Context: an optimization exercise on an open-source flow, tuned for small area, a short achievable clock period and few clock cycles per item. The choices shown serve that exercise and are no tape-out recipe.
Function was checked by simulation only, so behaviour that the tests miss may differ from the original.
Power figures rest on the tool's default switching activity, not on a simulated workload.

== oak ==
==> flow/design.v (excerpt) <==
module dither_core #(
    parameter ACC_CELLS = 24
) (
    input  wire        clk,
    input  wire        rst,           
    input  wire        start,
    input  wire [1:0]  mode,
    input  wire [3:0]  fmt,
    input  wire [15:0] org_x,
    input  wire [15:0] org_y,
    input  wire [15:0] tile_w,
    input  wire [15:0] tile_h,
    output wire        busy,
    input  wire        pix_valid,
    output wire        pix_ready,
    input  wire [7:0]  pix_b0,
    input  wire [7:0]  pix_b1,
    output reg         out_valid,
    input  wire        out_ready,
    output reg         out_dark
);
clock: 35.0 ns
lec_check: 0
cap_margin: 20
core_margin: 2
core_utilization: 40
slew_margin: 20
standard.sh (not shown) runs the stock make flow with config.mk's settings and CLKGATE_MAP_FILE= SYNTH_SCRIPT=/design/flow/synth_recipe.tcl, a recipe that flattens the netlist after the stock synthesis.
==> flow/flow/run.sh <==
#!/bin/bash
# Standard synthesis, then the standard layout with two changes: the port
# buffers are plain buffers rather than the default delay-cell buffers, and
# repair_timing aims for a setup margin so the paths are sized for speed.
set -euo pipefail
MARGIN=$(cat flow/margin.txt)
bash standard.sh synth > synth.log 2>&1
bash standard.sh "BUFFER_PORTS_ARGS=-buffer_cell sky130_fd_sc_hd__buf_2" \
    "SETUP_SLACK_MARGIN=$MARGIN" finish > layout.log 2>&1
==> flow/flow/margin.txt <==
26.8
Testbench counts of oak, summed over its fixed seeds: cycles 29,690, pixels 27,820.
Input changes introduced in maple (baseline for comparison: oak):
==> flow/run.sh (new file) <==
#!/bin/bash
# synth_recipe.tcl (not shown) runs the flow's synth.tcl, then flattens the netlist and writes it again
# the make line also repeats each setting of config.mk as NAME=value (left out here)
make -C /OpenROAD-flow-scripts/flow DESIGN_CONFIG=/design/flow/config.mk WORK_HOME=/design/flow/orfs CLKGATE_MAP_FILE= SYNTH_SCRIPT=/design/flow/synth_recipe.tcl finish
removed: flow/flow/run.sh
removed: flow/flow/margin.txt
removed: flow/standard.sh
[summary]
- Comparing maple with oak, the reported sequential group power came out essentially unchanged.
- Looking at pre-CTS setup slack across both flows, maple is the weaker of the two, with oak ahead.
- Any difference in wire length after detailed routing between maple and oak is small enough to ignore.
- Cmp oak and maple / number of gates on the worst path with buffers counted / lower: oak
- Diff maple..oak | switching share of total power | negligible
- For the count of non-CTS buffers in the layout, maple came in 3 lower than oak did.
- Comparing oak and maple, the lower internal cell power was measured on oak.
- When maple is set beside oak, its final period demand of the worst path turns out to be 760 ps larger.

* * *

job 1630:
Another version of the RTL of dither_core (not shown whole).
Size: about 2700 cells after synthesis, roughly 440 flip-flops, about 95 I/O pins, roughly 0.026 mm^2 of cells after synthesis.
## dither_core
module dither_core #(
    parameter ACC_CELLS = 24
) (
    input  wire        clk,
    input  wire        rst,           
    input  wire        start,
    input  wire [1:0]  mode,
    input  wire [3:0]  fmt,
    input  wire [15:0] org_x,
    input  wire [15:0] org_y,
    input  wire [15:0] tile_w,
    input  wire [15:0] tile_h,
    output wire        busy,
    input  wire        pix_valid,
    output wire        pix_ready,
    input  wire [7:0]  pix_b0,
    input  wire [7:0]  pix_b1,
    output reg         out_valid,
    input  wire        out_ready,
    output reg         out_dark
);
==> flow/config.mk <==
export PLATFORM = sky130hd
export DESIGN_NAME = dither_core
export DESIGN_NICKNAME = dither_core
export VERILOG_FILES = /design/flow/design.v
export SDC_FILE = /design/flow/constraint.sdc
export NUM_CORES = 4
export LEC_CHECK = 0
export CAP_MARGIN = 20
export CORE_MARGIN = 2
export CORE_UTILIZATION = 68
export SLEW_MARGIN = 20
==> flow/constraint.sdc <==
create_clock -name core_clock -period 35.0 [get_ports {clk}]
set_input_delay 7.0000 -clock core_clock [delete_from_list [all_inputs] [get_ports {clk}]]
set_output_delay 7.0000 -clock core_clock [all_outputs]
set_load 0.01 [all_outputs]
==> flow/flow/run.sh <==
#!/bin/bash
# Standard synthesis, then the standard layout with these changes: the
# port buffers are plain buffers rather than the default delay-cell buffers,
# repair_timing aims for a setup margin (flow/margin.txt) so the paths are
# sized for speed, and the clock tree is built with the options in
# flow/cts_args.txt (no dummy loads, smaller buffers).
set -euo pipefail
MARGIN=$(cat flow/margin.txt)
CTS=$(cat flow/cts_args.txt)
bash standard.sh synth > synth.log 2>&1
bash standard.sh "BUFFER_PORTS_ARGS=-buffer_cell sky130_fd_sc_hd__buf_2" \
    "SETUP_SLACK_MARGIN=$MARGIN" "CTS_ARGS=$CTS" finish > layout.log 2>&1
==> flow/flow/cts_args.txt <==
-sink_clustering_enable -repair_clock_nets -dont_use_dummy_load -buf_list {sky130_fd_sc_hd__clkbuf_8 sky130_fd_sc_hd__clkbuf_16} -sink_clustering_size 20 -sink_clustering_max_diameter 50
==> flow/flow/margin.txt <==
27.0
Testbench counts of job 1630, summed over its fixed seeds: cycles 29,690, pixels 27,820.
Here is what was changed in the inputs of job 6381 compared with job 1630.
- CORE_UTILIZATION changed from 68 to 60
==> flow/flow/cts_args.txt <==
-sink_clustering_enable -repair_clock_nets -dont_use_dummy_load -buf_list {sky130_fd_sc_hd__clkbuf_16} -sink_clustering_size 50 -sink_clustering_max_diameter 70
Notes after the runs:
- Standard cell core area sits higher in job 6381 than in job 1630.
- Job 6381 ends up with a utilization that is 9.6 points lower than in job 1630.
- Relative to job 1630, routed via count decreased by 831 in job 6381.
- Where final area is concerned, job 1630 is outperformed by job 6381.
- In the reports for job 6381 and job 1630, the smaller number of signal-net buffers in the layout belongs to job 6381.
- Relative to job 1630, the final instance count without filler cells of job 6381 is higher by 61.
- Diff job 1630 -> job 6381: post-synthesis to final-layout area growth dropped 0.65 points; sequential power held steady.
- Against job 1630, job 6381 comes in 0.047 ns lower on worst hold slack.
- Worst setup slack on job 6381 is behind job 1630.
- Looking at final-layout clock-cell area share, job 6381 sits 0.97 points lower than job 1630 does.
[inputs] job 4294 vs job 6381
- CORE_UTILIZATION now 68, was 60
==> flow/flow/cts_args.txt <==
-sink_clustering_enable -repair_clock_nets -dont_use_dummy_load -buf_list {sky130_fd_sc_hd__clkbuf_16} -sink_clustering_size 30 -sink_clustering_max_diameter 80
Results
Having completed the whole flow, job 4294 delivered a layout that passed the timing, DRC and antenna checks.
Re share of the synthesized area in compound gates (AO/OA/AOI/OAI): no difference whatsoever between job 4294 and job 6381.
Looking at non-clock buffer count across job 4294 and job 6381, the one that comes out higher is job 4294.
In job 4294, post-layout minimum cycle time is higher than in job 6381.
Compared to job 6381, the router laid down more metal wire for job 4294.
[inputs] job 4048 vs job 4294
- changing CORE_UTILIZATION from 68 to 60
==> flow/flow/cts_args.txt <==
-sink_clustering_enable -repair_clock_nets -dont_use_dummy_load -buf_list {sky130_fd_sc_hd__clkbuf_8 sky130_fd_sc_hd__clkbuf_16} -sink_clustering_size 20 -sink_clustering_max_diameter 50
Notes after the runs:
Diff job 4294 -> job 4048 | level count of the clock H-tree | increase of 1
The sequential power was comparable across job 4048 and job 4294.
On clock buffer count from CTS: between job 4048 and job 4294, it ends up higher for job 4048.
> inputs changed (job 4048 -> job 5065)
==> flow/flow/cts_args.txt <==
-sink_clustering_enable -repair_clock_nets -dont_use_dummy_load -buf_list {sky130_fd_sc_hd__clkbuf_16} -sink_clustering_size 30 -sink_clustering_max_diameter 80
## What came out
Power density relative to cell area, job 5065 and job 4048, higher one = job 4048.
Sort job 5065 and job 4048 by smallest setup slack after layout, descending, and job 4048 comes first.
As far as global routing usage on met1 is concerned, job 4048 and job 5065 perform about the same.
Number of buffers outside the clock class in the layout, job 5065 vs job 4048: up slightly
Final setup skew was higher in the run labelled job 4048.
Diff job 5065..job 4048 | fmax | negligible
[compare] base=job 4048 new=job 5065: final core utilization dropped 0.74 points, overall power dropped 5.7%, clock latency on the worst-skew pair climbed 0.02 ns, fraction of final layout cells with drive strength greater than 1 dropped 0.40 points.

[what the ideal ports hide]
The flow's constraints put no driver on any port. The routed layouts listed below were extracted and timed again, unchanged, in two steps.
Step 1, drivers: a clkbuf_16 drives clk and a buf_2 each remaining input, both assumed.
Step 2 also shifts input and output timing later by t, the mid clock arrival at the registers, as if the neighbouring blocks saw the same clock.
a / b / c = ideal / step 1 / step 2; a / b = the first two.
| run | t, ns | slack for setup (ns) | clock arrival spread, ns | worst register clock-pin slew, ns | worst slew at a driven data input, ns |
|---|---|---|---|---|---|
| oak | 0.659 | 26.853 / 26.786 / 26.616 | 0.028 / 0.028 | 0.06 / 0.06 | 0.06 |
| maple | 0.661 | 26.089 / 26.024 / 26.198 | 0.031 / 0.031 | 0.06 / 0.06 | 0.06 |
| job 1630 | 0.607 | 27.011 / 26.955 / 26.642 | 0.101 / 0.101 | 0.09 / 0.09 | 0.05 |
| job 6381 | 0.646 | 27.007 / 26.946 / 26.611 | 0.134 / 0.135 | 0.12 / 0.12 | 0.06 |
| job 4294 | 0.617 | 26.971 / 26.911 / 26.657 | 0.086 / 0.086 | 0.11 / 0.11 | 0.05 |
| job 4048 | 0.603 | 27.019 / 26.961 / 26.647 | 0.104 / 0.104 | 0.08 / 0.08 | 0.06 |
| job 5065 | 0.633 | 27.002 / 26.942 / 26.613 | 0.093 / 0.093 | 0.11 / 0.11 | 0.06 |
After both steps setup and hold are still met in every run listed. For job 6381, which loses most, drivers alone change the setup slack by -0.061 ns; drivers and shift together by -0.396 ns.
